This is an optimization exercise on Yosys and OpenROAD, whose aim is small area, a short achievable clock period and few clock cycles per item, not a production implementation.
Only simulation tests tie the RTL to the original design; equivalence was not proved.
Power and IR drop assume default switching activity.

==> flow/design.v (excerpt) <==
module ppsb_engine (
    input  wire        clk,
    input  wire        rst,           
    input  wire        start,         
    input  wire [7:0]  op,            
    input  wire [31:0] opa,
    input  wire [31:0] opb,
    input  wire [31:0] clk_pwm,       
    input  wire [1:0]  pwm_corr,      
    input  wire        pwm_odd,       
    output reg         busy,
    output reg         done,          
    output reg  [1:0]  err_code,      
    output reg  [31:0] res0,
    output reg  [31:0] res1,
    output reg  [1:0]  psc,           
    output reg  [4:0]  scalar,        
    output reg  [10:0] bound,         
    output reg  [10:0] duty,
    output wire [31:0] ratio,
    output wire [31:0] resid,
    output reg         fallback
);
    localparam [3:0] S_IDLE  = 4'd0,
                     S_SETUP = 4'd1,
                     S_DIV   = 4'd2,
                     S_MUL   = 4'd3,
                     S_CORR  = 4'd4,
                     S_BOOST = 4'd5,
                     S_SCAN  = 4'd6,
                     S_DMUL  = 4'd7,
                     S_DDIV  = 4'd8,
                     S_FIX   = 4'd9,
                     S_ALIGN = 4'd10;
    reg [3:0]  st;
    reg        c_pwm, c_pwmd;
    reg [1:0]  c_corr;
    reg        c_odd;
    reg [6:0]  c_pct;
    reg [32:0] wn;       
    reg [31:0] wd;       
    reg [31:0] wq;       
    reg [4:0]  cnt;
    reg [4:0]  k_r;      
    reg        nltd_r, dz_r;
    reg [5:0]  s_iss;
    reg        dfirst;
    reg [25:0] ratio_r;  
    reg [4:0]  best;     
    assign ratio = {6'd0, ratio_r};
    assign resid = {{27{fallback}}, best | {5{fallback}}};
    wire i_nop  = (op == 8'h00);
    wire i_div  = (op[7:3] == 5'd0) && (op[2:0] != 3'd0) && (op[2:0] <= 3'd4);
    wire i_mul  = (op[7:1] == 7'b0000100);
    wire i_pwm  = (op[7:1] == 7'b0001000);
    reg  [31:0] i_dmask;
    always @(*) begin
        case (op[1:0])
            2'd1:    i_dmask = 32'h0000_00FF;
            2'd2:    i_dmask = 32'h0000_FFFF;
            2'd3:    i_dmask = 32'h00FF_FFFF;
            default: i_dmask = 32'hFFFF_FFFF;
        endcase
    end
    wire [31:0] i_mmask = op[0] ? 32'h0000_FFFF : 32'h0000_00FF;
    wire [31:0] i_tdef  = (clk_pwm[31:4] == 28'd0) ? 32'd1 : {4'd0, clk_pwm[31:4]};
  ...
Settings: LEC_CHECK=0, CAP_MARGIN=20, CORE_MARGIN=2, CORE_UTILIZATION=40, SETUP_SLACK_MARGIN=2.2, SLEW_MARGIN=20; clock period 6.0 ns.
run.sh (not shown) runs the stock make flow with config.mk's settings and CLKGATE_MAP_FILE= SYNTH_SCRIPT=/design/flow/synth_recipe.tcl, a recipe that flattens the netlist after the stock synthesis.
Testbench counts at the start, summed over its fixed seeds: cycles 19,104, items 960.
==> next run, changes <==
- SETUP_SLACK_MARGIN: 2.2 -> 2.8
The new run finished clean. Register-to-register slack gets better by 180 ps. Clock-buffer cell count drops by 15. Wire length goes up by 2.3%.

* * *

run A:
ppsb_engine, a different RTL version from the one above (not shown whole).
Size in the first run: ~360 flip-flops, roughly 270 I/O pins, ~25000 µm² of cells after synthesis.
clock: 6.0 ns
lec_check: 0
cap_margin: 20
core_margin: 2
core_utilization: 30
setup_slack_margin: 2.2
slew_margin: 20
tns_end_percent: 5
Testbench counts of run A, summed over its fixed seeds: cycles 19,104, items 960.
Inputs modified between run A and run B:
Settings: SETUP_SLACK_MARGIN: 2.2 -> 1.0; TNS_END_PERCENT: 5 -> unset.
==> comparison <==
Run B -> run A: synthesized cell count delta 0, exact match. Compared with run A, run B shows a lower footprint of the multi-input gates. Summary of run B over run A: met1 demand-to-capacity share in global routing up 0.31 points, total power consumption of the routed design down about 1%. Relative to run A, data arrival time of the worst path has increased by 0.74 ns in run B. Part of the total power dissipated in combinational logic in run B vs run A: down 2.2 points. On clock power share: between run B and run A, it ends up higher for run B. Compared run A against run B; global-route wire length before repair within noise. No stage failed in run B, and the final checks on the layout all came back clean.
The inputs of run C differ from those of run B as listed below.
Settings: changing SETUP_SLACK_MARGIN from 1.0 to 2.5.
Notes after the runs:
- Relative to run B, the post-detailed-route via-to-cell ratio measured on run C has increased slightly.
- Run C vs run B — cell area after layout rose 19%.
- Critical path endpoint = wn[1]: run C; critical path endpoint = p1[1]: run B
- Comparing run C against run B, there is no change at all in post-synth design cell area.
- Sequential cell area in the final layout delta for run C relative to run B: about 0.6% higher
- On clock input transition at the sequential cells of the worst setup and hold paths, run C and run B are basically level.
diff inputs: run C => run D
Settings: setting CTS_CLUSTER_DIAMETER to 80 for the first time; setting CTS_CLUSTER_SIZE to 20 for the first time; changing SETUP_SLACK_MARGIN from 2.5 to 2.2.
Findings:
Run D completed; timing, DRC and antenna clean. Having completed the whole flow, run C delivered a layout that passed the timing, design-rule and antenna checks. Run C → run D: part of the power in combinational logic saw little to no change; fraction of final layout cells with drive strength greater than 1 decreased 8.6 points; cell count lower; via count of the first global-routing pass fell by 1812. Looking only at number of optimization iterations in the first detailed-route pass, and setting everything else aside, the higher value of run C and run D goes to run D. Between run C and run D, clock skew decreased. For run D, the termination of the worst setup path was wq[0], unlike run C, where it was wn[1]. Delta(post-CTS setup-driven buffer insertion count, run D - run C) < 0.
The inputs of run E differ from those of run D as listed below.
Settings: a deleted CTS_CLUSTER_SIZE that had been 20; a deleted CTS_CLUSTER_DIAMETER that had been 80; a change of SETUP_SLACK_MARGIN from 2.2 to 1.8.
- Wire length in run E vs run D: down 3700 µm
- Looking at footprint of the multi-input gates, run E sits below run D.
- Total power (lower): run D
- Run E completed; timing, DRC and antenna clean

* * *

build 73:
Starting RTL as in the previous note.
Design ppsb_engine, start of the top module:
module ppsb_engine (
    input  wire        clk,
    input  wire        rst,           
    input  wire        start,         
    input  wire [7:0]  op,            
    input  wire [31:0] opa,
    input  wire [31:0] opb,
    input  wire [31:0] clk_pwm,       
    input  wire [1:0]  pwm_corr,      
    input  wire        pwm_odd,       
    output reg         busy,
    output reg         done,          
    output reg  [1:0]  err_code,      
    output reg  [31:0] res0,
    output reg  [31:0] res1,
    output reg  [1:0]  psc,           
    output reg  [4:0]  scalar,        
    output reg  [10:0] bound,         
    output reg  [10:0] duty,
    output wire [31:0] ratio,
    output wire [31:0] resid,
    output reg         fallback
);
Settings: LEC_CHECK=0, CAP_MARGIN=20, CORE_MARGIN=2, CORE_UTILIZATION=30, SETUP_SLACK_MARGIN=1.4, SLEW_MARGIN=20; clock period 6.0 ns.
Testbench counts of build 73, summed over its fixed seeds: cycles 19,104, items 960.
Input-level comparison between build 54 and build 73:
- CTS_CLUSTER_SIZE now 18, previously not set
- TNS_END_PERCENT now 5, previously not set
- SETUP_SLACK_MARGIN now 2.2, was 1.4
Findings:
- The overall power in build 54 sits 0.73% above the value recorded for build 73.
- Comparing the two runs side by side, build 54 comes out ahead of build 73 on DRC marker count from the first detailed-route iteration.
- Relative to build 73, worst-path maximum fanout has decreased by 26 in build 54.
- Summary of build 54 over build 73: global-route wire length before repair was more or less identical, fraction of area in registers -0.87 points, register-to-register slack has increased, combinational power share saw an increase, first-pass detailed-route iteration total went down by 3.
- The clock distribution power of build 54 was superior to that of build 73.
Setup changes, build 54 to build 26
- removing TNS_END_PERCENT (formerly 5)
- removing CTS_CLUSTER_SIZE (formerly 18)
==> comparison <==
- [diff] fmax, build 26 relative to build 54: improvement
- Route | build 26 vs build 54 | wire longer in build 26
- Side by side, worst stage delay on the critical path turned out lower in build 26 than in build 54.
- Looking at timing startpoint of the critical path, the wn[24] result is from build 54; the wq[0] one comes from build 26.

## afterwards: timing with drivers on the ports
The flow's constraints put no driver on any port. The routed layouts listed below were extracted and timed again, unchanged, in two steps. Step 1 assumes that a clkbuf_16 drives the clock port and a buf_2 every other input. Step 2, shift: input delay + t, output delay - t, t = (earliest + latest rising clock arrival at the registers) / 2. This alone moves slack from input paths to output paths. Three values: ideal ports, drivers, drivers and shift; two values: the first two.
run	t, ns	setup slack, ns	hold slack, ns
the first run of note 1	0.643	1.982 / 1.982 / 1.667	0.327 / 0.327 / 0.327
the second run of note 1	0.641	2.165 / 2.165 / 2.165	0.321 / 0.321 / 0.321
run A	0.662	2.043 / 2.043 / 1.502	0.327 / 0.327 / 0.327
run B	0.649	1.375 / 1.375 / 1.375	0.326 / 0.326 / 0.326
run C	0.667	1.895 / 1.895 / 1.858	0.323 / 0.323 / 0.323
run D	0.674	2.023 / 2.023 / 1.670	0.331 / 0.331 / 0.331
run E	0.653	1.957 / 1.957 / 1.408	0.326 / 0.326 / 0.326
build 73	0.651	1.623 / 1.623 / 1.433	0.326 / 0.326 / 0.326
build 54	0.662	2.043 / 2.043 / 1.502	0.327 / 0.327 / 0.327
build 26	0.667	2.058 / 2.058 / 1.634	0.326 / 0.326 / 0.326
After both steps every run listed still meets setup and hold. The setup slack of run E, which loses most, moves by 0.000 ns with the drivers and by -0.549 ns with both steps.
